Background: an optimization exercise with open tools, aiming at small area, a short achievable clock period and few clock cycles. Do not read the settings as production practice.
At most, simulation tests tie the RTL to the original design; equivalence was not proved.
Power and IR drop assume default switching activity.

Design scc_lnkdec, start of the top module:
module scc_lnkdec (
    input  wire        clk,
    input  wire        rst,
    input  wire        start,
    input  wire        use_crc,
    input  wire [31:0] rxlen,
    input  wire [31:0] explen,
    output wire        ready,
    output wire        done,
    output wire [31:0] nvalid,
    output wire [31:0] ninvalid,
    output wire [31:0] reclen,
    input  wire        in_valid,
    output wire        in_ready,
    input  wire [31:0] in_data,
    output wire        out_valid,
    input  wire        out_ready,
    output wire [31:0] out_data,
    output wire        vm_valid,
    input  wire        vm_ready,
    output wire [31:0] vm_data
);
Size: about 2600 cells after synthesis, about 340 flip-flops, about 270 I/O pins, about 0.023 sq mm of cells after synthesis.
Settings: LEC_CHECK=0, CAP_MARGIN=20, CORE_MARGIN=2, CORE_UTILIZATION=60, PLACE_DENSITY=0.75, SETUP_SLACK_MARGIN=5, SLEW_MARGIN=20; clock period 10.0 ns.
standard.sh (not shown) runs the stock make flow with config.mk's settings and CLKGATE_MAP_FILE= SYNTH_SCRIPT=/design/flow/synth_recipe.tcl, a recipe that flattens the netlist after the stock synthesis.
==> flow/flow/run.sh <==
#!/bin/bash
# Standard layout, with timing repair aimed at a larger setup margin.
bash standard.sh SETUP_SLACK_MARGIN=6.5 finish > standard.log 2>&1
The baseline passed the timing, design-rule and antenna checks.
Testbench counts at the start, summed over its fixed seeds: cycles 5,988.
Next try:
--- a/flow/design.v
+++ b/flow/design.v
@@ -111,16 +111,14 @@
             2'd2: seq = {pnd[11:4], nw, 4'd0};
             default: seq = {pnd, nw};
         endcase
     end
     wire [3:0]  s1t   = {2'b00, pn} + {1'b0, anc};
     wire        pass0 = (crc_rem(seq[31:16]) == 3'd0);
     wire        pass1 = (crc_rem(seq[15:0]) == 3'd0);
-    wire [26:0] kk_inc = kk[31:5] + 27'd1;
-    wire [26:0] kk_dec = kk[31:5] - 27'd1;
     wire        h_pad = in_end && !hz;
     wire [4:0]  h_raw = av ? {anc, 2'b00} : 5'd20;
     wire        h_cut = !kbig && (kk[4:0] < h_raw);
     wire [4:0]  h_len = h_cut ? kk[4:0] : h_raw;
     wire        h_fin = !kbig && (kk[4:0] <= h_raw);
     wire [19:0] h_dat = av ? (nw & ~(20'hfffff >> h_len)) : 20'd0;
     reg  [1:0]  s1m;          
@@ -154,16 +152,16 @@
     reg         need_ow;
     always @* begin
         emit_vm = 1'b0; sel1 = 1'b0; pop = 2'd0; nfail = 2'd0;
         cd = 20'd0; cl = 5'd0; fin = 1'b0; need_ow = 1'b0;
         if (mode_crc) begin
             emit_vm = q1 && (e0[13] || (q2 && e1[13]));
             sel1    = !e0[13];
-            pop     = !q1 ? 2'd0 : e0[13] ? 2'd1 : (q2 && e1[13]) ? 2'd2 : 2'd1;
-            nfail   = !q1 ? 2'd0 : e0[13] ? 2'd0 : 2'd1;
+            pop     = !q1 ? 2'd0 : e0[13] ? 2'd1 : (q2 && (e1[13] || !kj)) ? 2'd2 : 2'd1;
+            nfail   = !q1 ? 2'd0 : e0[13] ? 2'd0 : (q2 && !e1[13] && !kj) ? 2'd2 : 2'd1;
             cd      = emit_vm ? {sel1 ? e1[12:0] : e0[12:0], 7'd0} : 20'd0;
             cl      = emit_vm ? 5'd13 : 5'd0;
             fin     = in_end && (pop == 2'd0 ? !qv[0] : pop == 2'd1 ? !qv[1] : !qv[2]);
             need_ow = (emit_vm && a19) || (fin && (emit_vm || ao != 5'd0));
         end else begin
             pop     = q2 ? 2'd2 : 2'd0;
             cd      = q2 ? {e0[12:0], e1[12:6]} : 20'd0;
@@ -171,27 +169,28 @@
             fin     = q2 ? e1[0] : (hz && !q1);
             need_ow = ({1'b0, ao} + {1'b0, cl} >= 6'd32) || (fin && (ao != 5'd0 || cl != 5'd0));
         end
     end
     wire        s2go = busy && vm_ok && ow_ok;
     wire [5:0]  tot  = {1'b0, ao} + {1'b0, cl};
     wire [51:0] f    = {acc, 20'd0} | ({cd, 32'd0} >> ao);
-    wire [5:0]  h_lo     = {1'b0, kk[4:0]} - {1'b0, h_raw};
-    wire [31:0] h_sub    = {h_lo[5] ? kk_dec : kk[31:5], h_lo[4:0]};
+    wire [31:0] h_sub    = kk - {27'd0, h_raw};
     wire        kbig_n   = kbig && ((kk[4:0] >= h_raw) || (kk[31:6] != 26'd0));
     wire        av_n   = fire || (av && !s1go);
     wire [1:0]  qp     = s2go ? pop : 2'd0;
     wire [3:0]  qa     = (qp == 2'd2) ? {2'b00, qv[3:2]} :
                          (qp == 2'd1) ? {1'b0, qv[3:1]} : qv;    
     wire [3:0]  qw0    = ~qa & {qa[2:0], 1'b1};                  
     wire [3:0]  qw1    = {qw0[2:0], 1'b0};                       
     wire [3:0]  qv_n   = qa | ((s1n != 2'd0) ? qw0 : 4'd0) | ((s1n == 2'd2) ? qw1 : 4'd0);
+    wire [31:0] k13    = kk + 32'd13;
+    wire [31:0] k26    = kk + 32'd26;
     wire [1:0]  kd     = {1'b0, kj} + (emit_vm ? {1'b0, sel1} : pop);
-    wire [5:0]  k_lo   = {1'b0, kk[4:0]} + ((kd == 2'd2) ? 6'd26 : (kd == 2'd1) ? 6'd13 : 6'd0);
-    wire [31:0] k_add  = {k_lo[5] ? kk_inc : kk[31:5], k_lo[4:0]};
+    wire [27:0] ni1    = ninvalid_r + 28'd1;
+    wire [27:0] ni2    = ninvalid_r + 28'd2;
     wire [1:0]  pn_n   = (s1go && mode_crc) ? s1t[1:0] : pn;
     wire [3:0]  t_n    = fire ? {2'b00, pn_n} + {1'b0, s0nc} : s1t;
     wire [1:0]  m_n    = !mode_crc ? 2'd2 : (t_n >= 4'd8) ? 2'd2 : (t_n >= 4'd4) ? 2'd1 : 2'd0;
     integer i;
     wire        more_n = fire ? !lastw : more;
     wire        ov_n   = (s2go && need_ow) || (ov && !out_ready);
     wire        vv_n   = (s2go && emit_vm) || (vv && !vm_ready);
@@ -283,18 +282,20 @@
             if (vv && vm_ready)  vv <= 1'b0;
             if (s2go) begin
                 if (emit_vm) begin
                     vv       <= 1'b1;
                     nvalid_r <= nvalid_r + 28'd1;
                     reclen_r <= reclen_r + 32'd13;
                 end
-                if (nfail[0])
-                    ninvalid_r <= ninvalid_r + 28'd1;
+                if (nfail == 2'd2)
+                    ninvalid_r <= ni2;
+                else if (nfail == 2'd1)
+                    ninvalid_r <= ni1;
                 if (mode_crc) begin
-                    kk <= k_add;
+                    kk <= (kd == 2'd2) ? k26 : (kd == 2'd1) ? k13 : kk;
                     kj <= emit_vm;
                 end
                 fdone <= fd_n;
                 if (tot[5]) begin
                     ow  <= f[51:20];
                     ov  <= 1'b1;
                     acc <= {f[19:0], 12'd0};
The new run went through all stages and came out clean. Routed wire length climbs by roughly a tenth. Final cell count climbs by a few percent. Synthesized cell count climbs by a few percent. Non-clock buffer count climbs by 46. Clock-buffer cell count climbs by 9. Power stays flat. Design area climbs by a few percent.
For the second run of this note, only the layout was checked, not whether the RTL still works.

==> afterwards: timing with drivers on the ports <==
The results above use ideal ports. As a check the final layouts listed here were re-extracted and re-timed, cells and wires unchanged.
Step 1 sets driving cells, clkbuf_16 on the clock port and buf_2 on the other inputs (assumed; they add their load-dependent delay and slew).
Step 2 times the ports against the registers' clock, not the clock port: input delays grow and output delays shrink by t, the midpoint of the rising clock arrivals with the driver on.
Slacks: ideal / step 1 / step 2; pairs: ideal / step 1.
run	shift t [ns]	setup slack, ns	worst setup path at the end	latest minus earliest clock arrival (ns)
the first run	0.641	6.340 / 6.363 / 5.724	input to register	0.025 / 0.025
the second run	0.649	6.174 / 6.201 / 5.552	input to register	0.021 / 0.021
After both steps every run listed still meets setup and hold. The setup slack of the second run, which loses most, moves by +0.027 ns with the drivers and by -0.622 ns with both steps.
